Source: an optimization exercise on an open RTL-to-GDS flow (aim: a short achievable clock period and few clock cycles). Production flows keep margins and buffers that such runs may drop. Function was checked by simulation only, so behaviour that the tests miss may differ from the original. No activity file was given, so power comes from the tool's default toggle rates.

[flow/run.sh]
#!/bin/bash
# synth_recipe.tcl (not shown) runs the flow's synth.tcl, then flattens the netlist and writes it again
# the make line also repeats each setting of config.mk as NAME=value (left out here)
make -C /OpenROAD-flow-scripts/flow DESIGN_CONFIG=/design/flow/config.mk WORK_HOME=/design/flow/orfs CLKGATE_MAP_FILE= SYNTH_SCRIPT=/design/flow/synth_recipe.tcl finish
[flow/config.mk]
export PLATFORM = sky130hd
export DESIGN_NAME = rast
export DESIGN_NICKNAME = rast
export VERILOG_FILES = /design/flow/design.v
export SDC_FILE = /design/flow/constraint.sdc
export NUM_CORES = 4
export LEC_CHECK = 0
export ABC_CLOCK_PERIOD_IN_PS = 3000
export CAP_MARGIN = 20
export CORE_MARGIN = 2
export CORE_UTILIZATION = 40
export SETUP_SLACK_MARGIN = 5
export SLEW_MARGIN = 20
[flow/constraint.sdc]
create_clock -name core_clock -period 12.5 [get_ports {clk}]
set_input_delay 2.5000 -clock core_clock [delete_from_list [all_inputs] [get_ports {clk}]]
set_output_delay 2.5000 -clock core_clock [all_outputs]
set_load 0.01 [all_outputs]
[flow/design.v]
module rast #(
    parameter W = 320,
    parameter H = 240
) (
    input  wire        clk,
    input  wire        rst,
    input  wire        host_valid,
    input  wire        host_write,
    input  wire [5:0]  host_addr,
    input  wire [15:0] host_wdata,
    output wire        host_ready,
    output reg         host_rvalid,
    output reg  [15:0] host_rdata,
    output wire        px_valid,
    input  wire        px_ready,
    output wire [1:0]  px_kind,
    output wire [15:0] px_x,
    output wire [15:0] px_y,
    output wire [15:0] px_len,
    output wire [15:0] px_color
);
    localparam [1:0] K_PX = 2'd0, K_HRUN = 2'd1, K_VRUN = 2'd2;
    localparam [7:0] OP_PIXEL = 8'h01, OP_HLINE = 8'h02, OP_VLINE = 8'h03,
                     OP_LINE  = 8'h04, OP_RECT  = 8'h05, OP_FRECT = 8'h06,
                     OP_CIRCLE = 8'h08, OP_CIRCLEQ = 8'h09,
                     OP_FCIRCLE = 8'h0A, OP_FCIRCLEQ = 8'h0B,
                     OP_TRI = 8'h10, OP_FTRI = 8'h11;
    localparam [7:0] ST_SUCCESS = 8'd0, ST_BOUNDS = 8'd1, ST_ILLEGAL = 8'd4;
    localparam CW = 20;      
    localparam EW = 24;      
    localparam [3:0] E_IDLE   = 4'd0,
                     E_RECT   = 4'd1,
                     E_FRECT  = 4'd2,
                     E_LWAIT  = 4'd3,
                     E_LINE   = 4'd4,
                     E_CIRC   = 4'd5,
                     E_TWAIT  = 4'd6,
                     E_TINIT  = 4'd7,
                     E_TDIV   = 4'd8,
                     E_TPREP  = 4'd9,
                     E_TROW   = 4'd10,
                     E_LWAIT2 = 4'd11;
    reg [15:0] r_cmd, r_color;
    reg [7:0]  r_status;
    reg [15:0] r_x0, r_y0, r_x1, r_y1, r_x2, r_y2;
    reg [15:0] r_sw, r_sh, r_r, r_delta;
    wire signed [CW-1:0] sx0    = {{(CW-16){r_x0[15]}}, r_x0};
    wire signed [CW-1:0] sy0    = {{(CW-16){r_y0[15]}}, r_y0};
    wire signed [CW-1:0] sx1    = {{(CW-16){r_x1[15]}}, r_x1};
    wire signed [CW-1:0] sy1    = {{(CW-16){r_y1[15]}}, r_y1};
    wire signed [CW-1:0] sx2    = {{(CW-16){r_x2[15]}}, r_x2};
    wire signed [CW-1:0] sy2    = {{(CW-16){r_y2[15]}}, r_y2};
    wire signed [CW-1:0] ssw    = {{(CW-16){r_sw[15]}}, r_sw};
    wire signed [CW-1:0] ssh    = {{(CW-16){r_sh[15]}}, r_sh};
    wire signed [CW-1:0] sr     = {{(CW-16){r_r[15]}}, r_r};
    wire signed [CW-1:0] sdelta = {{(CW-16){r_delta[15]}}, r_delta};
    wire signed [CW-1:0] WS = W;
    wire signed [CW-1:0] HS = H;
    function xon;
        input signed [CW-1:0] v;
        xon = (v >= 0) && (v < W);
    endfunction
    function yon;
        input signed [CW-1:0] v;
        yon = (v >= 0) && (v < H);
    endfunction
    reg  [3:0] es;                   
    wire       eidle = (es == E_IDLE);
    reg hr;                          
    assign host_ready = hr;
    wire host_acc = host_valid && hr;
    wire [7:0] op = host_wdata[7:0];
    wire [3:0] qm = host_wdata[11:8];
    reg legal;
    always @(*) begin
        legal = 1'b0;
        if (host_wdata[15:12] == 4'd0) begin
            case (op)
                OP_PIXEL, OP_HLINE, OP_VLINE, OP_LINE, OP_RECT, OP_FRECT,
                OP_CIRCLE, OP_FCIRCLE, OP_TRI, OP_FTRI: legal = (qm == 4'd0);
                OP_CIRCLEQ:  legal = 1'b1;
                OP_FCIRCLEQ: legal = (qm[3:2] == 2'd0);
                default:     legal = 1'b0;
            endcase
        end
    end
    wire anchor_in = xon(sx0) && yon(sy0);
    wire anchor_op = (op == OP_PIXEL) || (op == OP_HLINE) || (op == OP_VLINE) ||
                     (op == OP_RECT) || (op == OP_FRECT);
    wire cmd_wr = host_acc && host_write && (host_addr == 6'h00);
    wire cmd_go = cmd_wr && legal && !(anchor_op && !anchor_in);
    always @(posedge clk) begin
        if (rst) begin
            host_rvalid <= 1'b0;
            host_rdata  <= 16'd0;
        end else begin
            host_rvalid <= host_acc && !host_write;
            if (host_acc && !host_write) begin
                case (host_addr)
                    6'h00: host_rdata <= r_cmd;
                    6'h01: host_rdata <= {8'd0, r_status};
                    6'h02: host_rdata <= W;
                    6'h03: host_rdata <= H;
                    6'h04: host_rdata <= 16'd0;
                    6'h05: host_rdata <= r_color;
                    6'h08: host_rdata <= r_x0;
                    6'h09: host_rdata <= r_y0;
                    6'h0A: host_rdata <= r_x1;
                    6'h0B: host_rdata <= r_y1;
                    6'h0C: host_rdata <= r_x2;
                    6'h0D: host_rdata <= r_y2;
                    6'h10: host_rdata <= r_sw;
                    6'h11: host_rdata <= r_sh;
                    6'h12: host_rdata <= r_r;
                    6'h15: host_rdata <= r_delta;
                    default: host_rdata <= 16'd0;
                endcase
            end
        end
    end
    always @(posedge clk) begin
        if (rst) begin
            r_cmd    <= 16'd0;
            r_status <= 8'd0;
            r_color  <= 16'd0;
            r_x0 <= 16'd0; r_y0 <= 16'd0; r_x1 <= 16'd0; r_y1 <= 16'd0;
            r_x2 <= 16'd0; r_y2 <= 16'd0;
            r_sw <= 16'd0; r_sh <= 16'd0; r_r <= 16'd0; r_delta <= 16'd0;
        end else if (host_acc && host_write) begin
            case (host_addr)
                6'h00: begin
                    r_cmd <= host_wdata;
                    if (!legal)                       r_status <= ST_ILLEGAL;
                    else if (anchor_op && !anchor_in) r_status <= ST_BOUNDS;
                    else                              r_status <= ST_SUCCESS;
                end
                6'h05: r_color <= host_wdata;
                6'h08: r_x0    <= host_wdata;
                6'h09: r_y0    <= host_wdata;
                6'h0A: r_x1    <= host_wdata;
                6'h0B: r_y1    <= host_wdata;
                6'h0C: r_x2    <= host_wdata;
                6'h0D: r_y2    <= host_wdata;
                6'h10: r_sw    <= host_wdata;
                6'h11: r_sh    <= host_wdata;
                6'h12: r_r     <= host_wdata;
                6'h15: r_delta <= host_wdata;
                default: ;
            endcase
        end
    end
    wire signed [CW-1:0] rect_xe = sx0 + ssw - 1;
    wire signed [CW-1:0] rect_ye = sy0 + ssh - 1;
    wire signed [CW-1:0] a_wmx   = WS - sx0;
    wire signed [CW-1:0] a_hmy   = HS - sy0;
    wire [8:0] a_hlen = (rect_xe >= WS) ? a_wmx[8:0] : ssw[8:0];    
    wire [8:0] a_vlen = (rect_ye >= HS) ? a_hmy[8:0] : ssh[8:0];    
    wire       a_swp  = (ssw > 0);
    wire       a_shp  = (ssh > 0);
    reg  [1:0] a_k;
    reg  [8:0] a_len;
    reg        a_v;
    always @(*) begin
        case (op)
            OP_HLINE: begin a_k = K_HRUN; a_len = a_hlen; a_v = a_swp; end
            OP_VLINE: begin a_k = K_VRUN; a_len = a_vlen; a_v = a_shp; end
            OP_RECT:  begin a_k = K_HRUN; a_len = a_hlen; a_v = a_swp && a_shp; end
            OP_FRECT: begin a_k = K_VRUN; a_len = a_vlen; a_v = a_swp && a_shp; end
            default:  begin a_k = K_PX;   a_len = 9'd1;   a_v = (op == OP_PIXEL); end
        endcase
    end
    wire [27:0] a_item = {a_k, sx0[8:0], sy0[7:0], a_len};
    wire        a_rect_more  = a_swp && a_shp;
    wire        a_frect_more = a_swp && a_shp && (ssw != 1) && (sx0 != W - 1);
    reg [8:0] p_rw, p_rh, p_xr;
    reg [7:0] p_yb;
    always @(posedge clk) begin
        p_rw <= a_hlen;
        p_rh <= a_vlen;
        p_xr <= (rect_xe >= WS) ? 9'd319 : rect_xe[8:0];
        p_yb <= (rect_ye >= HS) ? 8'd239 : rect_ye[7:0];
    end
    wire        da0_sx, da0_sy, da0_zx, da0_zy, da1_sx, da1_sy, da1_zx, da1_zy;
    wire        da2_sx, da2_sy, da2_zx, da2_zy;
    wire signed [CW-1:0] da0_dx, da0_dy, da0_ndx, da0_ndy;
    wire signed [CW-1:0] da1_dx, da1_dy, da1_ndx, da1_ndy;
    wire signed [CW-1:0] da2_dx, da2_dy, da2_ndx, da2_ndy;
    rast_lsa #(.CW(CW)) u_lsa0 (.xa(sx0), .ya(sy0), .xb(sx1), .yb(sy1),
        .sx(da0_sx), .sy(da0_sy), .zx(da0_zx), .zy(da0_zy),
        .dx(da0_dx), .dy(da0_dy), .ndx(da0_ndx), .ndy(da0_ndy));
    rast_lsa #(.CW(CW)) u_lsa1 (.xa(sx1), .ya(sy1), .xb(sx2), .yb(sy2),
        .sx(da1_sx), .sy(da1_sy), .zx(da1_zx), .zy(da1_zy),
        .dx(da1_dx), .dy(da1_dy), .ndx(da1_ndx), .ndy(da1_ndy));
    rast_lsa #(.CW(CW)) u_lsa2 (.xa(sx2), .ya(sy2), .xb(sx0), .yb(sy0),
        .sx(da2_sx), .sy(da2_sy), .zx(da2_zx), .zy(da2_zy),
        .dx(da2_dx), .dy(da2_dy), .ndx(da2_ndx), .ndy(da2_ndy));
    reg         d0_sx, d0_sy, d0_zx, d0_zy, d1_sx, d1_sy, d1_zx, d1_zy;
    reg         d2_sx, d2_sy, d2_zx, d2_zy;
    reg signed [CW-1:0] d0_dx, d0_dy, d0_ndx, d0_ndy;
    reg signed [CW-1:0] d1_dx, d1_dy, d1_ndx, d1_ndy;
    reg signed [CW-1:0] d2_dx, d2_dy, d2_ndx, d2_ndy;
    always @(posedge clk) begin
        d0_sx <= da0_sx; d0_sy <= da0_sy; d0_zx <= da0_zx; d0_zy <= da0_zy;
        d0_dx <= da0_dx; d0_dy <= da0_dy; d0_ndx <= da0_ndx; d0_ndy <= da0_ndy;
        d1_sx <= da1_sx; d1_sy <= da1_sy; d1_zx <= da1_zx; d1_zy <= da1_zy;
        d1_dx <= da1_dx; d1_dy <= da1_dy; d1_ndx <= da1_ndx; d1_ndy <= da1_ndy;
        d2_sx <= da2_sx; d2_sy <= da2_sy; d2_zx <= da2_zx; d2_zy <= da2_zy;
        d2_dx <= da2_dx; d2_dy <= da2_dy; d2_ndx <= da2_ndx; d2_ndy <= da2_ndy;
    end
    wire signed [CW-1:0] db0_adx, db0_ady, db0_amb, db0_bma;
    wire signed [CW-1:0] db1_adx, db1_ady, db1_amb, db1_bma;
    wire signed [CW-1:0] db2_adx, db2_ady, db2_amb, db2_bma;
    rast_lsm #(.CW(CW)) u_lsm0 (.sx(d0_sx), .sy(d0_sy), .dx(d0_dx), .dy(d0_dy),
        .ndx(d0_ndx), .ndy(d0_ndy), .adx(db0_adx), .ady(db0_ady), .amb(db0_amb), .bma(db0_bma));
    rast_lsm #(.CW(CW)) u_lsm1 (.sx(d1_sx), .sy(d1_sy), .dx(d1_dx), .dy(d1_dy),
        .ndx(d1_ndx), .ndy(d1_ndy), .adx(db1_adx), .ady(db1_ady), .amb(db1_amb), .bma(db1_bma));
    rast_lsm #(.CW(CW)) u_lsm2 (.sx(d2_sx), .sy(d2_sy), .dx(d2_dx), .dy(d2_dy),
        .ndx(d2_ndx), .ndy(d2_ndy), .adx(db2_adx), .ady(db2_ady), .amb(db2_amb), .bma(db2_bma));
    reg         a0_sx, a0_sy, a0_zx, a0_zy, a1_sx, a1_sy, a1_zx, a1_zy;
    reg         a2_sx, a2_sy, a2_zx, a2_zy;
    reg signed [CW-1:0] a0_adx, a0_ady, a0_amb, a0_bma;
    reg signed [CW-1:0] a1_adx, a1_ady, a1_amb, a1_bma;
    reg signed [CW-1:0] a2_adx, a2_ady, a2_amb, a2_bma;
    always @(posedge clk) begin
        a0_sx <= d0_sx; a0_sy <= d0_sy; a0_zx <= d0_zx; a0_zy <= d0_zy;
        a0_adx <= db0_adx; a0_ady <= db0_ady; a0_amb <= db0_amb; a0_bma <= db0_bma;
        a1_sx <= d1_sx; a1_sy <= d1_sy; a1_zx <= d1_zx; a1_zy <= d1_zy;
        a1_adx <= db1_adx; a1_ady <= db1_ady; a1_amb <= db1_amb; a1_bma <= db1_bma;
        a2_sx <= d2_sx; a2_sy <= d2_sy; a2_zx <= d2_zx; a2_zy <= d2_zy;
        a2_adx <= db2_adx; a2_ady <= db2_ady; a2_amb <= db2_amb; a2_bma <= db2_bma;
    end
    wire signed [CW-1:0] l0_a, l0_b, l0_cnt, l0_dy, l0_err, l0_dxmdy;
    wire signed [CW-1:0] l1_a, l1_b, l1_cnt, l1_dy, l1_err, l1_dxmdy;
    wire signed [CW-1:0] l2_a, l2_b, l2_cnt, l2_dy, l2_err, l2_dxmdy;
    wire l0_steep, l0_neg, l1_steep, l1_neg, l2_steep, l2_neg;
    rast_lsb #(.CW(CW)) u_lsb0 (.xa(sx0), .ya(sy0), .xb(sx1), .yb(sy1),
        .sx(a0_sx), .sy(a0_sy), .zx(a0_zx), .zy(a0_zy),
        .adx(a0_adx), .ady(a0_ady), .amb(a0_amb), .bma(a0_bma),
        .a0(l0_a), .b0(l0_b), .cnt(l0_cnt), .dy(l0_dy), .err0(l0_err),
        .dxmdy(l0_dxmdy), .steep(l0_steep), .yneg(l0_neg));
    rast_lsb #(.CW(CW)) u_lsb1 (.xa(sx1), .ya(sy1), .xb(sx2), .yb(sy2),
        .sx(a1_sx), .sy(a1_sy), .zx(a1_zx), .zy(a1_zy),
        .adx(a1_adx), .ady(a1_ady), .amb(a1_amb), .bma(a1_bma),
        .a0(l1_a), .b0(l1_b), .cnt(l1_cnt), .dy(l1_dy), .err0(l1_err),
        .dxmdy(l1_dxmdy), .steep(l1_steep), .yneg(l1_neg));
    rast_lsb #(.CW(CW)) u_lsb2 (.xa(sx2), .ya(sy2), .xb(sx0), .yb(sy0),
        .sx(a2_sx), .sy(a2_sy), .zx(a2_zx), .zy(a2_zy),
        .adx(a2_adx), .ady(a2_ady), .amb(a2_amb), .bma(a2_bma),
        .a0(l2_a), .b0(l2_b), .cnt(l2_cnt), .dy(l2_dy), .err0(l2_err),
        .dxmdy(l2_dxmdy), .steep(l2_steep), .yneg(l2_neg));
    wire g01 = sy0 > sy1, g02 = sy0 > sy2, g12 = sy1 > sy2;
    wire g10 = sy1 > sy0;
    wire s2  = g01 ? g02 : g12;
    reg  [1:0] i0, i1, i2;
    always @(*) begin
        case ({g01, s2})
            2'b00: begin i0 = 2'd0; i1 = 2'd1; i2 = 2'd2; end
            2'b01: begin
                if (g02) begin i0 = 2'd2; i1 = 2'd0; end else begin i0 = 2'd0; i1 = 2'd2; end
                i2 = 2'd1;
            end
            2'b10: begin
                if (g10) begin i0 = 2'd0; i1 = 2'd1; end else begin i0 = 2'd1; i1 = 2'd0; end
                i2 = 2'd2;
            end
            default: begin
                if (g12) begin i0 = 2'd2; i1 = 2'd1; end else begin i0 = 2'd1; i1 = 2'd2; end
                i2 = 2'd0;
            end
        endcase
    end
    function signed [CW-1:0] pick3;
        input [1:0] i;
        input signed [CW-1:0] a, b, c;
        pick3 = (i == 2'd0) ? a : (i == 2'd1) ? b : c;
    endfunction
    reg signed [CW-1:0] t_x0, t_y0, t_x1, t_y1, t_x2, t_y2;      
    reg signed [CW-1:0] t_minx, t_maxx;
    wire xg01 = sx0 > sx1, xg02 = sx0 > sx2, xg12 = sx1 > sx2;
    always @(posedge clk) begin
        t_minx <= (!xg01 && !xg02) ? sx0 : (xg01 && !xg12) ? sx1 : sx2;
        t_maxx <= (xg01 && xg02) ? sx0 : (!xg01 && xg12) ? sx1 : sx2;
        t_x0 <= pick3(i0, sx0, sx1, sx2); t_y0 <= pick3(i0, sy0, sy1, sy2);
        t_x1 <= pick3(i1, sx0, sx1, sx2); t_y1 <= pick3(i1, sy0, sy1, sy2);
        t_x2 <= pick3(i2, sx0, sx1, sx2); t_y2 <= pick3(i2, sy0, sy1, sy2);
    end
    reg                 q_flat, q_uempty, q_swen;
    reg signed [CW-1:0] q_minx, q_maxx, q_x0, q_x1, q_y0, q_y2, q_y1m1;
    reg [15:0]          q_n01, q_n02, q_n12, q_d01, q_d02, q_d12;
    reg                 q_neg01, q_neg02, q_neg12;
    wire signed [CW-1:0] t_dx01 = t_x1 - t_x0, t_dx02 = t_x2 - t_x0, t_dx12 = t_x2 - t_x1;
    wire signed [CW-1:0] t_mx01 = t_x0 - t_x1, t_mx02 = t_x0 - t_x2, t_mx12 = t_x1 - t_x2;
    wire signed [CW-1:0] t_dy01 = t_y1 - t_y0, t_dy02 = t_y2 - t_y0, t_dy12 = t_y2 - t_y1;
    always @(posedge clk) begin
        q_flat   <= (t_y0 == t_y2);
        q_uempty <= (t_y0 == t_y1);
        q_swen   <= (t_y1 != t_y2);
        q_minx   <= t_minx;
        q_maxx   <= t_maxx;
        q_x0     <= t_x0;
        q_x1     <= t_x1;
        q_y0     <= t_y0;
        q_y2     <= t_y2;
        q_y1m1   <= t_y1 - 1;
        q_neg01  <= t_dx01[CW-1];
        q_neg02  <= t_dx02[CW-1];
        q_neg12  <= t_dx12[CW-1];
        q_n01    <= t_dx01[CW-1] ? t_mx01[15:0] : t_dx01[15:0];
        q_n02    <= t_dx02[CW-1] ? t_mx02[15:0] : t_dx02[15:0];
        q_n12    <= t_dx12[CW-1] ? t_mx12[15:0] : t_dx12[15:0];
        q_d01    <= t_dy01[15:0];
        q_d02    <= t_dy02[15:0];
        q_d12    <= t_dy12[15:0];
    end
    wire [15:0] q_nor = q_n01 | q_n02 | q_n12;
    reg  [4:0]  q_bits;
    integer bi;
    always @(*) begin
        q_bits = 5'd0;
        for (bi = 0; bi < 16; bi = bi + 1)
            if (q_nor[bi]) q_bits = bi + 1;
    end
    reg [7:0] c_op;
    reg [3:0] c_qm;
    reg                 go;              
    reg [1:0]           rk;
    reg [8:0]           fi;
    reg signed [CW-1:0] la, lb, lcnt;
    reg signed [EW-1:0] lerr, ldy, ldx, ldxmdy;
    reg                 lsteep, lneg;
    reg [1:0]           lcc;             
    wire                lcv = (lcc == 2'd2);
    reg [1:0]           lseg;
    reg signed [EW-1:0] c8 [0:8];
    reg signed [EW-1:0] c8m [0:8];
    reg signed [EW-1:0] c2  [0:2];
    reg signed [CW-1:0] sg_x, sg_y, sg_f, sg_A, sg_B, sg_d;
    reg                 sgv;
    reg signed [CW-1:0] c_1d, c_h0, c_k;      
    reg                 pbv;
    reg [8:0]           pb_x [0:3];      
    reg [7:0]           pb_y [0:3];      
    reg [3:0]           pb_xi, pb_yi;    
    reg                 pb_lxp, pb_lyp;  
    reg [8:0]           pb_lxc, pb_lyc;  
    reg [8:0]           pe_x [0:7];
    reg [7:0]           pe_y [0:7];
    reg [8:0]           pe_n [0:3];
    reg [7:0]           pe_m;
    reg [4:0]           dv_i;
    reg [15:0]          dv_n01, dv_n02, dv_n12, dv_d01, dv_d02, dv_d12;
    reg [15:0]          dv_r01, dv_r02, dv_r12, dv_q01, dv_q02, dv_q12;
    reg signed [CW-1:0] ta, ta1, tb, tb1, ty;
    reg signed [CW-1:0] ta_s0, ta_s1, ta_rs, ta_rsd, ta_r;
    reg signed [CW-1:0] tb_s0, tb_s1, tb_rs, tb_rsd, tb_r;
    reg signed [CW-1:0] tc_s0, tc_s1, tc_rs, tc_rsd;           
    reg                 tup;
    reg                 rv;                                    
    reg signed [CW-1:0] rx, ry, rn, re;         
    wire signed [CW-1:0] l_alim = lsteep ? HS : WS;
    wire signed [CW-1:0] l_blim = lsteep ? WS : HS;
    wire l_aout = (la >= l_alim);
    wire l_bout = lneg ? (lb < 0) : (lb >= l_blim);
    wire l_term = l_aout || l_bout;
    wire l_vis  = !l_term && (la >= 0) && (lb >= 0) && (lb < l_blim);
    wire l_pre8 = (la < -7) || (lneg ? (lb >= l_blim + 7) : (lb < -7));
    wire l_pre2  = (la < -1)  || (lneg ? (lb >= l_blim + 1)  : (lb < -1));
    wire l_sk8 = lcv && l_pre8;
    wire l_sk2  = lcv && !l_pre8 && l_pre2;
    wire l_last = l_term || (l_sk8 ? (lcnt < 8) : l_sk2 ? (lcnt < 2) : (lcnt == 0));
    wire signed [EW-1:0] l_en = lerr - ldy;
    wire signed [EW-1:0] l_ep = lerr + ldxmdy;
    reg signed [EW-1:0] k8_err, k2_err;
    reg signed [CW-1:0] k8_b, k2_b;
    reg signed [EW-1:0] k8_v [0:8];
    reg signed [EW-1:0] k2_v  [0:2];
    reg [8:0]           k8_h;
    reg [2:0]           k2_h;
    integer ki;
    always @(*) begin
        for (ki = 0; ki <= 8; ki = ki + 1) k8_v[ki] = lerr + c8[ki];
        for (ki = 0; ki <= 2;  ki = ki + 1) k2_v[ki]  = lerr + c2[ki];
        for (ki = 0; ki <= 8; ki = ki + 1)
            k8_h[ki] = !k8_v[ki][EW-1] && (ki == 0 || k8_v[(ki == 0) ? 0 : ki - 1][EW-1]);
        for (ki = 0; ki <= 2; ki = ki + 1)
            k2_h[ki] = !k2_v[ki][EW-1] && (ki == 0 || k2_v[(ki == 0) ? 0 : ki - 1][EW-1]);
        k8_err = {EW{1'b0}}; k8_b = {CW{1'b0}};
        k2_err  = {EW{1'b0}}; k2_b  = {CW{1'b0}};
        for (ki = 0; ki <= 8; ki = ki + 1) begin
            k8_err = k8_err | ({EW{k8_h[ki]}} & k8_v[ki]);
            k8_b   = k8_b   | ({CW{k8_h[ki]}} & (lneg ? lb - ki : lb + ki));
        end
        for (ki = 0; ki <= 2; ki = ki + 1) begin
            k2_err = k2_err | ({EW{k2_h[ki]}} & k2_v[ki]);
            k2_b   = k2_b   | ({CW{k2_h[ki]}} & (lneg ? lb - ki : lb + ki));
        end
    end
    wire                 s1_ge = (sr <= 1);
    wire signed [CW-1:0] s1_y  = s1_ge ? sr - 1 : sr;
    wire signed [CW-1:0] s1_f  = s1_ge ? 6 - 3 * sr : 4 - sr;
    wire signed [CW-1:0] s1_A  = s1_ge ? 9 - 2 * sr : 7 - 2 * sr;
    wire signed [CW-1:0] s1_d  = s1_ge ? sr - 2 : sr - 1;
    wire                 s1_v  = (sr > 0);
    wire op_fq = (op == OP_FCIRCLEQ);
    wire [8:0] bs_x0, bs_x1, bs_x2, bs_x3;
    wire [7:0] bs_y0, bs_y1, bs_y2, bs_y3;
    wire [3:0] bs_xi, bs_yi;
    wire       bs_lxp, bs_lyp;
    wire [8:0] bs_lxc, bs_lyc;
    rast_cbuild #(.CW(CW), .W(W), .H(H)) u_bs (
        .x0(sx0), .y0(sy0), .bx(sg_x), .by(sg_y), .c1d(c_1d), .ch0(c_h0), .ck(c_k),
        .xp(bs_x0), .xm(bs_x1), .xq(bs_x2), .xn(bs_x3),
        .yp(bs_y0), .ym(bs_y1), .yq(bs_y2), .yn(bs_y3),
        .xi(bs_xi), .yi(bs_yi), .lxp(bs_lxp), .lyp(bs_lyp), .lxc(bs_lxc), .lyc(bs_lyc));
    wire signed [CW-1:0] f_ypr = sy0 + sr, f_ymr = sy0 - sr, f_xpr = sx0 + sr, f_xmr = sx0 - sr;
    wire signed [CW-1:0] f_len = 2 * sr + 1;
    wire signed [CW-1:0] f_hmy = HS - sy0 + sr;
    wire       f_x0i = xon(sx0), f_y0i = yon(sy0);
    wire       f_v0 = f_x0i && yon(f_ypr);
    wire       f_v1 = f_x0i && yon(f_ymr);
    wire       f_v2 = xon(f_xpr) && f_y0i;
    wire       f_v3 = xon(f_xmr) && f_y0i;
    wire [8:0] f_lc = (f_ypr >= HS) ? f_hmy[8:0] : f_len[8:0];
    wire c_fill = c_op[1];                   
    wire c_isq  = c_op[0];                   
    reg  [8:0] t_sx [0:7];
    reg  [7:0] t_sy [0:7];
    reg  [7:0] t_m;
    wire [3:0] fq = c_isq ? c_qm : 4'd3;
    always @(*) begin
        if (!c_isq && !c_fill) begin         
            t_sx[0] = pb_x[0]; t_sy[0] = pb_y[0]; t_m[0] = pb_xi[0] & pb_yi[0];
            t_sx[1] = pb_x[1]; t_sy[1] = pb_y[0]; t_m[1] = pb_xi[1] & pb_yi[0];
            t_sx[2] = pb_x[0]; t_sy[2] = pb_y[1]; t_m[2] = pb_xi[0] & pb_yi[1];
            t_sx[3] = pb_x[1]; t_sy[3] = pb_y[1]; t_m[3] = pb_xi[1] & pb_yi[1];
            t_sx[4] = pb_x[2]; t_sy[4] = pb_y[2]; t_m[4] = pb_xi[2] & pb_yi[2];
            t_sx[5] = pb_x[3]; t_sy[5] = pb_y[2]; t_m[5] = pb_xi[3] & pb_yi[2];
            t_sx[6] = pb_x[2]; t_sy[6] = pb_y[3]; t_m[6] = pb_xi[2] & pb_yi[3];
            t_sx[7] = pb_x[3]; t_sy[7] = pb_y[3]; t_m[7] = pb_xi[3] & pb_yi[3];
        end else if (!c_fill) begin          
            t_sx[0] = pb_x[0]; t_sy[0] = pb_y[0]; t_m[0] = pb_xi[0] & pb_yi[0] & c_qm[2];
            t_sx[1] = pb_x[2]; t_sy[1] = pb_y[2]; t_m[1] = pb_xi[2] & pb_yi[2] & c_qm[2];
            t_sx[2] = pb_x[0]; t_sy[2] = pb_y[1]; t_m[2] = pb_xi[0] & pb_yi[1] & c_qm[1];
            t_sx[3] = pb_x[2]; t_sy[3] = pb_y[3]; t_m[3] = pb_xi[2] & pb_yi[3] & c_qm[1];
            t_sx[4] = pb_x[3]; t_sy[4] = pb_y[2]; t_m[4] = pb_xi[3] & pb_yi[2] & c_qm[3];
            t_sx[5] = pb_x[1]; t_sy[5] = pb_y[0]; t_m[5] = pb_xi[1] & pb_yi[0] & c_qm[3];
            t_sx[6] = pb_x[3]; t_sy[6] = pb_y[3]; t_m[6] = pb_xi[3] & pb_yi[3] & c_qm[0];
            t_sx[7] = pb_x[1]; t_sy[7] = pb_y[1]; t_m[7] = pb_xi[1] & pb_yi[1] & c_qm[0];
        end else begin                       
            t_sx[0] = pb_x[0]; t_sy[0] = pb_y[1]; t_m[0] = pb_xi[0] & pb_yi[1] & pb_lyp & fq[0];
            t_sx[1] = pb_x[2]; t_sy[1] = pb_y[3]; t_m[1] = pb_xi[2] & pb_yi[3] & pb_lxp & fq[0];
            t_sx[2] = pb_x[1]; t_sy[2] = pb_y[1]; t_m[2] = pb_xi[1] & pb_yi[1] & pb_lyp & fq[1];
            t_sx[3] = pb_x[3]; t_sy[3] = pb_y[3]; t_m[3] = pb_xi[3] & pb_yi[3] & pb_lxp & fq[1];
            t_sx[4] = 9'd0; t_sy[4] = 8'd0; t_m[4] = 1'b0;
            t_sx[5] = 9'd0; t_sy[5] = 8'd0; t_m[5] = 1'b0;
            t_sx[6] = 9'd0; t_sy[6] = 8'd0; t_m[6] = 1'b0;
            t_sx[7] = 9'd0; t_sy[7] = 8'd0; t_m[7] = 1'b0;
        end
    end
    wire [7:0] pe_low  = pe_m & (~pe_m + 8'd1);
    wire [7:0] pe_rest = pe_m & ~pe_low;
    wire       pe_take = (pe_rest == 8'd0);
    wire       pb_free = pe_take || !pbv;
    reg  [8:0] pe_ex;
    reg  [7:0] pe_ey;
    reg  [8:0] pe_en;
    integer pi;
    always @(*) begin
        pe_ex = 9'd0; pe_ey = 8'd0; pe_en = 9'd0;
        for (pi = 0; pi < 8; pi = pi + 1) begin
            pe_ex = pe_ex | ({9{pe_low[pi]}} & pe_x[pi]);
            pe_ey = pe_ey | ({8{pe_low[pi]}} & pe_y[pi]);
        end
        for (pi = 0; pi < 4; pi = pi + 1)
            pe_en = pe_en | ({9{pe_low[pi]}} & pe_n[pi]);
    end
    wire sg_ge = (sg_f >= 0);
    wire [16:0] dv_s01 = {dv_r01, dv_n01[dv_i]};
    wire [16:0] dv_s02 = {dv_r02, dv_n02[dv_i]};
    wire [16:0] dv_s12 = {dv_r12, dv_n12[dv_i]};
    wire        dv_g01 = dv_s01 >= {1'b0, dv_d01};
    wire        dv_g02 = dv_s02 >= {1'b0, dv_d02};
    wire        dv_g12 = dv_s12 >= {1'b0, dv_d12};
    wire [16:0] dv_t01 = dv_s01 - {1'b0, dv_d01};
    wire [16:0] dv_t02 = dv_s02 - {1'b0, dv_d02};
    wire [16:0] dv_t12 = dv_s12 - {1'b0, dv_d12};
    wire signed [CW-1:0] ta_u = ta_r + ta_rsd;
    wire signed [CW-1:0] tb_u = tb_r + tb_rsd;
    wire signed [CW-1:0] ta_v = ta_r + ta_rs;
    wire signed [CW-1:0] tb_v = tb_r + tb_rs;
    wire signed [CW-1:0] ta_n0 = ta + ta_s0, ta_n1 = ta + ta_s1;
    wire signed [CW-1:0] ta1_n0 = ta1 + ta_s0, ta1_n1 = ta1 + ta_s1;
    wire signed [CW-1:0] tb_n0 = tb + tb_s0, tb_n1 = tb + tb_s1;
    wire signed [CW-1:0] tb1_n0 = tb1 + tb_s0, tb1_n1 = tb1 + tb_s1;
    wire                 ta_c = (ta_u >= 0);
    wire                 tb_c = (tb_u >= 0);
    wire                 t_alt = (ta < tb);
    wire signed [CW-1:0] t_nab = tb1 - ta;
    wire signed [CW-1:0] t_nba = ta1 - tb;
    function signed [CW-1:0] sel2;
        input c;
        input signed [CW-1:0] a, b;
        sel2 = ({CW{c}} & a) | ({CW{!c}} & b);
    endfunction
    function signed [CW-1:0] ext16;
        input [15:0] v;
        ext16 = {{(CW-16){1'b0}}, v};
    endfunction
    wire signed [CW-1:0] r_wmx = WS - rx;
    wire        r_vis = rv && xon(rx) && yon(ry);
    wire [8:0]  r_len = (re > WS) ? r_wmx[8:0] : rn[8:0];
    reg        n_v;
    reg [27:0] n_item;
    always @(*) begin
        n_v = 1'b0;
        n_item = 28'd0;
        case (es)
            E_RECT: begin
                n_v = go;
                case (rk)
                    2'd1:    n_item = {K_HRUN, sx0[8:0], p_yb,      p_rw};
                    2'd2:    n_item = {K_VRUN, sx0[8:0], sy0[7:0],  p_rh};
                    default: n_item = {K_VRUN, p_xr,     sy0[7:0],  p_rh};
                endcase
            end
            E_FRECT: begin
                n_v = go;
                n_item = {K_VRUN, fi, sy0[7:0], p_rh};
            end
            E_LINE: begin
                n_v = go && l_vis && !l_sk8 && !l_sk2;
                n_item = lsteep ? {K_PX, lb[8:0], la[7:0], 9'd1} : {K_PX, la[8:0], lb[7:0], 9'd1};
            end
            E_CIRC: begin
                n_v = go && (pe_m != 8'd0);
                n_item = {c_fill ? K_VRUN : K_PX, pe_ex, pe_ey, c_fill ? pe_en : 9'd1};
            end
            default: begin
                n_v = r_vis;
                n_item = {K_HRUN, rx[8:0], ry[7:0], r_len};
            end
        endcase
    end
    always @(posedge clk) begin
        if (rst) begin
            es <= E_IDLE;
            rv <= 1'b0;
        end else begin
            rv <= 1'b0;
            case (es)
            E_IDLE: begin
                if (cmd_go) begin
                    case (op)
                        OP_PIXEL, OP_HLINE, OP_VLINE: es <= E_IDLE;
                        OP_RECT:    es <= a_rect_more  ? E_RECT  : E_IDLE;
                        OP_FRECT:   es <= a_frect_more ? E_FRECT : E_IDLE;
                        OP_LINE, OP_TRI: es <= E_LWAIT;
                        OP_FTRI:    es <= E_TWAIT;
                        default:    es <= E_CIRC;
                    endcase
                end
            end
            E_RECT:  if (go && rk == 2'd3) es <= E_IDLE;
            E_FRECT: if (go && fi == p_xr) es <= E_IDLE;
            E_LWAIT: es <= E_LWAIT2;
            E_LWAIT2: es <= E_LINE;
            E_LINE:  if (go && l_last && !(c_op == OP_TRI && lseg != 2'd2)) es <= E_IDLE;
            E_CIRC:  if (go && pe_take && !pbv && !sgv) es <= E_IDLE;
            E_TWAIT: es <= E_TINIT;
            E_TINIT: if (go) begin
                if (q_flat) begin
                    rv <= 1'b1;
                    es <= E_IDLE;
                end else begin
                    es <= (q_bits == 5'd0) ? E_TPREP : E_TDIV;
                end
            end
            E_TDIV:  if (dv_i == 5'd0) es <= E_TPREP;
            E_TPREP: es <= E_TROW;
            E_TROW:  if (go) begin
                rv <= (ty < HS);
                if (ty >= HS || ty == q_y2) es <= E_IDLE;
            end
            default: es <= E_IDLE;
            endcase
        end
    end
    integer si;
    always @(posedge clk) begin
        if (eidle) begin
            c_op    <= op;
            c_qm    <= qm;
            rk      <= 2'd1;
            fi      <= sx0[8:0] + 9'd1;
            pe_x[0] <= sx0[8:0];  pe_y[0] <= f_ypr[7:0];
            pe_x[1] <= sx0[8:0];  pe_y[1] <= f_ymr[7:0];
            pe_x[2] <= f_xpr[8:0]; pe_y[2] <= sy0[7:0];
            pe_x[3] <= f_xmr[8:0]; pe_y[3] <= sy0[7:0];
            pe_n[1] <= f_lc;
            if (op == OP_CIRCLE)
                pe_m <= {4'd0, f_v3, f_v2, f_v1, f_v0};
            else if (op == OP_FCIRCLE)
                pe_m <= {6'd0, f_v1 && (f_len > 0), 1'b0};
            else
                pe_m <= 8'd0;
            pbv  <= 1'b0;
            sg_x <= 1;
            sg_y <= s1_y;
            sg_f <= s1_f;
            sg_A <= s1_A;
            sg_B <= 5;
            sg_d <= s1_d;
            sgv  <= s1_v;
            c_1d <= op_fq ? sdelta + 1 : 1;
            c_h0 <= HS - sy0;
            c_k  <= op_fq ? HS - 1 - sy0 - sdelta : HS - 1 - sy0;
        end
        case (es)
        E_RECT:  if (go) rk <= rk + 1;
        E_FRECT: if (go) fi <= fi + 1;
        E_LWAIT2: begin
            la <= l0_a; lb <= l0_b; lcnt <= l0_cnt;
            ldy <= l0_dy; ldx <= l0_cnt; lerr <= l0_err; ldxmdy <= l0_dxmdy;
            lsteep <= l0_steep; lneg <= l0_neg;
            lseg <= 2'd0;
        end
        E_LINE: if (go) begin
            if (!l_last) begin
                if (l_sk8) begin
                    la   <= la + 8;
                    lcnt <= lcnt - 8;
                    lb   <= k8_b;
                    lerr <= k8_err;
                end else if (l_sk2) begin
                    la   <= la + 2;
                    lcnt <= lcnt - 2;
                    lb   <= k2_b;
                    lerr <= k2_err;
                end else begin
                    la   <= la + 1;
                    lcnt <= lcnt - 1;
                    if (l_en < 0) begin
                        lb   <= lneg ? lb - 1 : lb + 1;
                        lerr <= l_ep;
                    end else begin
                        lerr <= l_en;
                    end
                end
            end else if (lseg == 2'd0) begin
                la <= l1_a; lb <= l1_b; lcnt <= l1_cnt;
                ldy <= l1_dy; ldx <= l1_cnt; lerr <= l1_err; ldxmdy <= l1_dxmdy;
                lsteep <= l1_steep; lneg <= l1_neg;
                lseg <= 2'd1;
            end else begin
                la <= l2_a; lb <= l2_b; lcnt <= l2_cnt;
                ldy <= l2_dy; ldx <= l2_cnt; lerr <= l2_err; ldxmdy <= l2_dxmdy;
                lsteep <= l2_steep; lneg <= l2_neg;
                lseg <= 2'd2;
            end
        end
        E_CIRC: if (go) begin
            if (pe_take) begin
                if (pbv) begin
                    for (si = 0; si < 8; si = si + 1) begin
                        pe_x[si] <= t_sx[si];
                        pe_y[si] <= t_sy[si];
                    end
                    pe_n[0] <= pb_lyc; pe_n[1] <= pb_lxc; pe_n[2] <= pb_lyc; pe_n[3] <= pb_lxc;
                    pe_m <= t_m;
                end else begin
                    pe_m <= 8'd0;
                end
            end else begin
                pe_m <= pe_rest;
            end
            if (pb_free) begin
                pbv <= sgv;
                if (sgv) begin
                    pb_x[0] <= bs_x0; pb_x[1] <= bs_x1; pb_x[2] <= bs_x2; pb_x[3] <= bs_x3;
                    pb_y[0] <= bs_y0; pb_y[1] <= bs_y1; pb_y[2] <= bs_y2; pb_y[3] <= bs_y3;
                    pb_xi <= bs_xi; pb_yi <= bs_yi;
                    pb_lxp <= bs_lxp; pb_lyp <= bs_lyp; pb_lxc <= bs_lxc; pb_lyc <= bs_lyc;
                    sgv  <= (sg_d > 0);
                    sg_x <= sg_x + 1;
                    sg_y <= sg_ge ? sg_y - 1 : sg_y;
                    sg_f <= sg_f + (sg_ge ? sg_A : sg_B);
                    sg_A <= sg_A + (sg_ge ? 4 : 2);
                    sg_B <= sg_B + 2;
                    sg_d <= sg_d - (sg_ge ? 2 : 1);
                end
            end
        end
        E_TINIT: begin
            rx <= q_minx; ry <= q_y0; rn <= q_maxx - q_minx + 1; re <= q_maxx + 1;
            dv_i   <= q_bits - 1;
            dv_n01 <= q_n01; dv_n02 <= q_n02; dv_n12 <= q_n12;
            dv_d01 <= q_d01; dv_d02 <= q_d02; dv_d12 <= q_d12;
            dv_r01 <= 16'd0; dv_r02 <= 16'd0; dv_r12 <= 16'd0;
            dv_q01 <= 16'd0; dv_q02 <= 16'd0; dv_q12 <= 16'd0;
            ty  <= q_y0;
            tup <= !q_uempty;
            ta  <= q_uempty ? q_x1 : q_x0;
            ta1 <= q_uempty ? q_x1 + 1 : q_x0 + 1;
            tb  <= q_x0;
            tb1 <= q_x0 + 1;
            ta_r <= 0; tb_r <= 0;
        end
        E_TDIV: begin
            dv_i   <= dv_i - 1;
            dv_r01 <= dv_g01 ? dv_t01[15:0] : dv_s01[15:0];
            dv_r02 <= dv_g02 ? dv_t02[15:0] : dv_s02[15:0];
            dv_r12 <= dv_g12 ? dv_t12[15:0] : dv_s12[15:0];
            dv_q01 <= {dv_q01[14:0], dv_g01};
            dv_q02 <= {dv_q02[14:0], dv_g02};
            dv_q12 <= {dv_q12[14:0], dv_g12};
        end
        E_TPREP: begin
            tb_s0  <= q_neg02 ? -ext16(dv_q02) : ext16(dv_q02);
            tb_s1  <= q_neg02 ? -ext16(dv_q02) - 1 : ext16(dv_q02) + 1;
            tb_rs  <= ext16(dv_r02);
            tb_rsd <= ext16(dv_r02) - ext16(dv_d02);
            tc_s0  <= q_neg12 ? -ext16(dv_q12) : ext16(dv_q12);
            tc_s1  <= q_neg12 ? -ext16(dv_q12) - 1 : ext16(dv_q12) + 1;
            tc_rs  <= ext16(dv_r12);
            tc_rsd <= ext16(dv_r12) - ext16(dv_d12);
            if (q_uempty) begin
                ta_s0  <= q_neg12 ? -ext16(dv_q12) : ext16(dv_q12);
                ta_s1  <= q_neg12 ? -ext16(dv_q12) - 1 : ext16(dv_q12) + 1;
                ta_rs  <= ext16(dv_r12);
                ta_rsd <= ext16(dv_r12) - ext16(dv_d12);
            end else begin
                ta_s0  <= q_neg01 ? -ext16(dv_q01) : ext16(dv_q01);
                ta_s1  <= q_neg01 ? -ext16(dv_q01) - 1 : ext16(dv_q01) + 1;
                ta_rs  <= ext16(dv_r01);
                ta_rsd <= ext16(dv_r01) - ext16(dv_d01);
            end
        end
        E_TROW: if (go) begin
            rx  <= t_alt ? ta : tb;
            ry  <= ty;
            rn  <= t_alt ? t_nab : t_nba;
            re  <= t_alt ? tb1 : ta1;
            ty  <= ty + 1;
            tb   <= sel2(tb_c, tb_n1, tb_n0);
            tb1  <= sel2(tb_c, tb1_n1, tb1_n0);
            tb_r <= sel2(tb_c, tb_u, tb_v);
            if (tup && ty == q_y1m1 && q_swen) begin
                tup    <= 1'b0;
                ta     <= q_x1;
                ta1    <= q_x1 + 1;
                ta_r   <= 0;
                ta_s0  <= tc_s0;
                ta_s1  <= tc_s1;
                ta_rs  <= tc_rs;
                ta_rsd <= tc_rsd;
            end else begin
                ta   <= sel2(ta_c, ta_n1, ta_n0);
                ta1  <= sel2(ta_c, ta1_n1, ta1_n0);
                ta_r <= sel2(ta_c, ta_u, ta_v);
            end
        end
        default: ;
        endcase
    end
    always @(posedge clk) begin
        if (es != E_LINE || (go && l_last))
            lcc <= 2'd0;
        else if (lcc != 2'd2)
            lcc <= lcc + 1;
        for (ki = 0; ki <= 8; ki = ki + 1) c8m[ki] <= ki * ldx;
        for (ki = 0; ki <= 8; ki = ki + 1) c8[ki] <= c8m[ki] - 8 * ldy;
        for (ki = 0; ki <= 2;  ki = ki + 1) c2[ki]  <= ki * ldx - 2 * ldy;
    end
    localparam QD = 8;
    reg [27:0] o_item;
    reg        ov;
    reg [27:0] qmem [0:QD-1];
    reg [2:0]  q_rp, q_wp;
    reg [3:0]  q_n;
    wire o_take = !ov || px_ready;
    wire q_pop  = o_take && (q_n != 4'd0);
    wire q_push = n_v && !(o_take && (q_n == 4'd0));
    always @(posedge clk) begin
        if (n_v) qmem[q_wp] <= n_item;       
        if (hr) begin
            o_item <= a_item;
        end else if (o_take) begin
            o_item <= (q_n != 4'd0) ? qmem[q_rp] : n_item;
        end
        if (rst) begin
            ov   <= 1'b0;
            q_rp <= 3'd0;
            q_wp <= 3'd0;
            q_n  <= 4'd0;
            go   <= 1'b1;
        end else begin
            if (hr)
                ov <= cmd_go && a_v;
            else if (o_take)
                ov <= (q_n != 4'd0) || n_v;
            if (q_push) q_wp <= q_wp + 1;
            if (q_pop)  q_rp <= q_rp + 1;
            q_n <= q_n + {3'd0, q_push} - {3'd0, q_pop};
            go  <= (q_n <= 4'd4);
        end
    end
    always @(posedge clk) begin
        if (rst)
            hr <= 1'b1;
        else if (cmd_go)
            hr <= 1'b0;
        else
            hr <= eidle && !rv && (q_n == 4'd0) && (!ov || px_ready);
    end
    assign px_valid = ov;
    assign px_kind  = o_item[27:26];
    assign px_x     = {7'd0, o_item[25:17]};
    assign px_y     = {8'd0, o_item[16:9]};
    assign px_len   = {7'd0, o_item[8:0]};
    assign px_color = r_color;
endmodule
module rast_lsa #(
    parameter CW = 20
) (
    input  wire signed [CW-1:0] xa, ya, xb, yb,
    output wire                 sx, sy, zx, zy,
    output wire signed [CW-1:0] dx, dy, ndx, ndy
);
    assign dx  = xb - xa;
    assign dy  = yb - ya;
    assign ndx = xa - xb;
    assign ndy = ya - yb;
    assign sx = dx[CW-1];
    assign sy = dy[CW-1];
    assign zx = (xa == xb);
    assign zy = (ya == yb);
endmodule
module rast_lsm #(
    parameter CW = 20
) (
    input  wire                 sx, sy,
    input  wire signed [CW-1:0] dx, dy, ndx, ndy,
    output wire signed [CW-1:0] adx, ady, amb, bma
);
    assign adx = sx ? ndx : dx;
    assign ady = sy ? ndy : dy;
    wire signed [CW-1:0] s_pp = dx - dy;
    wire signed [CW-1:0] s_pn = dx + dy;
    wire signed [CW-1:0] s_np = ndx - dy;
    wire signed [CW-1:0] s_nn = ndx + dy;
    assign amb = sx ? (sy ? s_nn : s_np) : (sy ? s_pn : s_pp);
    assign bma = sx ? (sy ? s_pp : s_pn) : (sy ? s_np : s_nn);
endmodule
module rast_lsb #(
    parameter CW = 20
) (
    input  wire signed [CW-1:0] xa, ya, xb, yb,
    input  wire                 sx, sy, zx, zy,
    input  wire signed [CW-1:0] adx, ady, amb, bma,
    output wire signed [CW-1:0] a0, b0, cnt, dy, err0, dxmdy,
    output wire                 steep, yneg
);
    assign steep = amb[CW-1];
    wire swap = steep ? sy : sx;
    assign a0  = steep ? (swap ? yb : ya) : (swap ? xb : xa);
    assign b0  = steep ? (swap ? xb : xa) : (swap ? yb : ya);
    assign cnt = steep ? ady : adx;
    assign dy  = steep ? adx : ady;
    assign err0 = cnt >>> 1;
    assign dxmdy = steep ? bma : amb;
    wire mneg  = steep ? sx : sy;
    wire mzero = steep ? zx : zy;
    assign yneg = !(swap ? mneg : (!mneg && !mzero));
endmodule
module rast_cbuild #(
    parameter CW = 20,
    parameter W = 320,
    parameter H = 240
) (
    input  wire signed [CW-1:0] x0, y0, bx, by, c1d, ch0, ck,
    output wire [8:0] xp, xm, xq, xn,
    output wire [7:0] yp, ym, yq, yn,
    output wire [3:0] xi, yi,
    output wire       lxp, lyp,
    output wire [8:0] lxc, lyc
);
    wire signed [CW-1:0] WS = W;
    wire signed [CW-1:0] HS = H;
    wire signed [CW-1:0] vxp = x0 + bx, vxm = x0 - bx, vxq = x0 + by, vxn = x0 - by;
    wire signed [CW-1:0] vyp = y0 + by, vym = y0 - by, vyq = y0 + bx, vyn = y0 - bx;
    assign xp = vxp[8:0]; assign xm = vxm[8:0]; assign xq = vxq[8:0]; assign xn = vxn[8:0];
    assign yp = vyp[7:0]; assign ym = vym[7:0]; assign yq = vyq[7:0]; assign yn = vyn[7:0];
    assign xi = {(vxn >= 0) && (vxn < WS), (vxq >= 0) && (vxq < WS),
                 (vxm >= 0) && (vxm < WS), (vxp >= 0) && (vxp < WS)};
    assign yi = {(vyn >= 0) && (vyn < HS), (vyq >= 0) && (vyq < HS),
                 (vym >= 0) && (vym < HS), (vyp >= 0) && (vyp < HS)};
    wire signed [CW-1:0] vlx = 2 * bx + c1d;
    wire signed [CW-1:0] vly = 2 * by + c1d;
    wire signed [CW-1:0] hmx = ch0 + bx;      
    wire signed [CW-1:0] hmy = ch0 + by;      
    assign lxp = (vlx > 0);
    assign lyp = (vly > 0);
    assign lxc = (bx > ck) ? hmx[8:0] : vlx[8:0];
    assign lyc = (by > ck) ? hmy[8:0] : vly[8:0];
endmodule
==> flow_summary.yaml <==
clocking:
  cts_post_setup_buffers_inserted: 0
  clk-insertion-delay-late_ns: 1.04
  cts-root-to-sink-buffers: 4
  cts_repair_resize_count: 0
  clk_pin_slew_worst_paths_ns: 0.07
  clkSinkCount: 2824
  cts-root-buf: "clkbuf_16"
  hold_fix_buffer_count_after_cts: 0
  cts_max_level: 5
  cts_tree: "yes"
  cts-buffers-inserted: 327
detailed_routing:
  remaining_drc_errors: 0
  routed_wirelength_mm: 827
  routed-via-count: 179000
  detail_route.vias_per_cell: 6.06
  drt_first_iter_violations: 22300
  avgRoutedWirePerCell_um: 27.9
  detail_route.first_pass.iterations: 9
  antenna_violating_nets_post_route: 0
yosys:
  synth_enable_flop_cells: 1250
  synthesis.instances: 22700
  syn_area_mm2: 0.202
  synthesis.area_per_instance_um2: 8.90
  synth_flop_cell: "dfxtp_1"
  postSynthRegisterBits: 2824
  async_reset_ff_frac: 0
  synth_cell_type_count: 112
  ys.warnings.count: 13
  synth_sequential_area_ratio: 0.341
timing:
  grt_setup_unrepaired: "false"
  finalClockSkew_ns: 0.0899
  slew-limit-headroom: 0.0896
  report.final.hold_viol_count: 0
  finalCritPeriodShare: 0.501
  totalNegativeSetupSlack_ns: 0
  hold-worst-slack_ns: 0.305
  final_number_of_setup_violating_endpoints: 0
  fmaxAchievable_mhz: 160
  actual_transition_at_the_worst_max_transition_pin_ns: 1.36
  layout_min_cycle_time_ns: 6.26
  report.final.slew_viol_count: 0
floorplan:
  chipHeight_um: 715
  floorplan.initialDensity: 0.401
  floorplan.core_area_mm2: 0.505
  placement_rows: 261
  die_w_um: 715
  die_area_mm2: 0.512
  num_io_pins: 112
min_path:
  worstHoldPathType: "flop to flop"
  hold_depth: 0
placement:
  detailed_place_hpwl_mm: 629
  numPortBuffers: 89
  gpl.final_weighted_congestion: 1.02
global_routing:
  grtUsageTotal: 0.309
  antenna_found_initial: 81
  grt_first_pass_wirelength_mm: 1170
  grt.overflow.total: 0
  first_global_vias: 164000
  pin_count_of_the_biggest_net_entering_global_routing: 153
critical_path:
  setup.worst_path.start_class: "flop"
  timing.reg2reg.setup_slack_ns: 6.24
  path_delay_family: "compound AO/OA/AOI/OAI gates"
  worst_ep_required_time_ns: 13.22
  timing.critical_path.buf_inv: 1
  crit_path_end_kind: "flop"
  worst-path-max-fanout: 19
  critical_path.cell_chain: "ha_1 > a211oi_1 > o21a_1 > o31ai_1 > a211oi_1 > a21o_1 > xnor2_1 > nor2_4 > buf_4 > a221oi_1 > o21ai_0 > a221oi_1 > a32oi_1 > o22a_1"
  critical-path-max-stage-delay_ns: 0.93
  critical_path_cell_count: 14
  path_class: "flop to flop"
  cp_data_arrival_time_ns: 6.98
  cell_at_the_slowest_stage_of_the_critical_path: "xnor2_1"
  worstRegToRegCells: 14
power_and_ir_drop:
  static-leakage-power_uw: 0.0893
  power.density_cell_area_mw_per_mm2: 186
  power.ir.vdd_worst_mv: 0.252
finish:
  areaGrowthSynthToFinish_pct: 10.2
  final_core_util: 0.442
  fraction_of_layout_cells_with_a_size_suffix_above_1: 0.0694
  finish.net_count: 24800
flow_run:
  maxCapViolCount: 0
outcome:
  status: "no timing/DRC/antenna violations"
per-stage QoR:
step / instance area, µm² / std cells / setup WS, ns / total power, µW
floorplan: 202000 / 22800 / 5.69 / 24300
global placement: 212000 / 29000 / 5.53 / 30600
detailed placement: 212000 / 29000 / 5.60 / 30700
CTS: 223000 / 29600 / 6.39 / 40900
global route: 223000 / 29600 / 6.05 / 43200
finish: 223000 / 29600 / 6.24 / 41400
final timing paths:
check	to	startpoint
worst max-delay path	lb[10]	lerr[3]
worst max register to register	lb[10]	lerr[3]
worst min register to register	q_maxx[7]	t_maxx[7]
worst min-delay path	q_maxx[7]	t_maxx[7]
area by class of cell:
cell class,instances,area [µm²]
sequential,2824,69100
fill,48900,282000
clock buffer,455,9400
antenna,37,92.6
multi-input combinational,17500,125000
timing repair buffer,536,4320
tap,6706,8390
clock inverter,152,1810
inverter,1407,5300
where the power goes:
part / leakage, µW / total [µW] / switching, µW / internal [µW]
clock: 0.00548 / 10200 / 4380 / 5810
combinational: 0.0601 / 19300 / 12300 / 6970
sequential: 0.0237 / 11900 / 1010 / 10900
total: 0.0893 / 41400 / 17700 / 23700
cell usage after synthesis, types with 527 or more instances:
| cell | number | area [µm²] |
|---|---|---|
| nor2_1 | 1880 | 7060 |
| dfxtp_1 | 1574 | 31500 |
| ha_1 | 2016 | 25200 |
| mux2i_1 | 531 | 5320 |
| xnor2_1 | 1089 | 9540 |
| nand2_1 | 2148 | 8060 |
| o21ai_0 | 1439 | 7200 |
| edfxtp_1 | 1250 | 37500 |
| xor2_1 | 527 | 4620 |
| nor3_1 | 572 | 2860 |
| a21oi_1 | 1657 | 8290 |
| clkbuf_1 | 861 | 3230 |
| inv_1 | 1389 | 5210 |
kinds of logic (layout without fill, tap and decap cells):
family	Yosys count	after routing	synth area share
buf+inv	2446	2550	0.0461
fa+ha+maj	2142	2142	0.137
flops	2824	2824	0.341
compound gates	6186	6186	0.197
other cells	1	59	0.0000185
mux	874	874	0.0571
xor+xnor	1617	1617	0.0701
simple gates	6650	6650	0.151
sequential cells by signal, summed over array words and instances (netlist names), 24 cells and up, named ones only:
signal,flops
qmem,224
c8,195
c8m,83
pe_y,62
pe_x,54
c2,50
pb_x,34
pb_y,30
o_item,28
pe_n,27
lerr,24
per-layer routing:
layer | part of all wire | track usage
met5 | 0.00019 | 0
met4 | 0.051 | 0.136
met3 | 0.10 | 0.0699
met2 | 0.41 | 0.451
met1 | 0.44 | 0.435
cells in the final DEF (no fill, tap or decap), types with 124 or more instances in the layout:
cell,Yosys,routed
nor2b_1,365,364
clkbuf_16,0,342
nand3_1,441,440
ha_1,2016,2016
nand4_1,170,170
a31oi_1,222,217
mux2i_1,531,527
inv_1,1389,1386
and3_1,267,265
nand2_1,2148,2139
fa_1,124,124
buf_4,24,440
xor2_1,527,526
a21boi_0,179,179
a21o_1,460,460
o21bai_1,201,200
nand2b_1,206,204
o211ai_1,134,134
a211oi_1,295,284
mux2_2,131,131
mux4_2,210,210
a221oi_1,132,132
nor2_1,1880,1861
a21oi_1,1657,1650
a22oi_1,182,182
xnor2_1,1089,1085
or3_1,149,149
nor3_1,572,563
edfxtp_1,1250,1250
o21a_1,152,152
o21ai_0,1439,1430
dfxtp_1,1574,1549
Testbench counts, summed over its fixed seeds: cycles 28,018.

-- re-timing with driven ports --
In the flow no input, the clock included, has a driving cell. The finished layout below was timed again as built, in two steps. Step 1 sets driving cells, clkbuf_16 on the clock port and buf_2 on the other inputs (assumed; they add their load-dependent delay and slew). Step 2 times the ports against the registers' clock, not the clock port: input delays grow and output delays shrink by t, the midpoint of the rising clock arrivals with the driver on. a / b / c = ideal ports / drivers / drivers and shift; a / b = the first two.
shift t [ns]: 1.117
slack for setup (ns): 6.239 / 6.239 / 5.330
slew at the worst register clock pin (ns): 0.08 / 0.08
worst data-port slew with drivers (ns): 0.04
cell pins on the clock port's net: 1
After both steps this run still meets setup and hold. For this run, drivers alone change the setup slack by 0.000 ns; drivers and shift together by -0.909 ns.
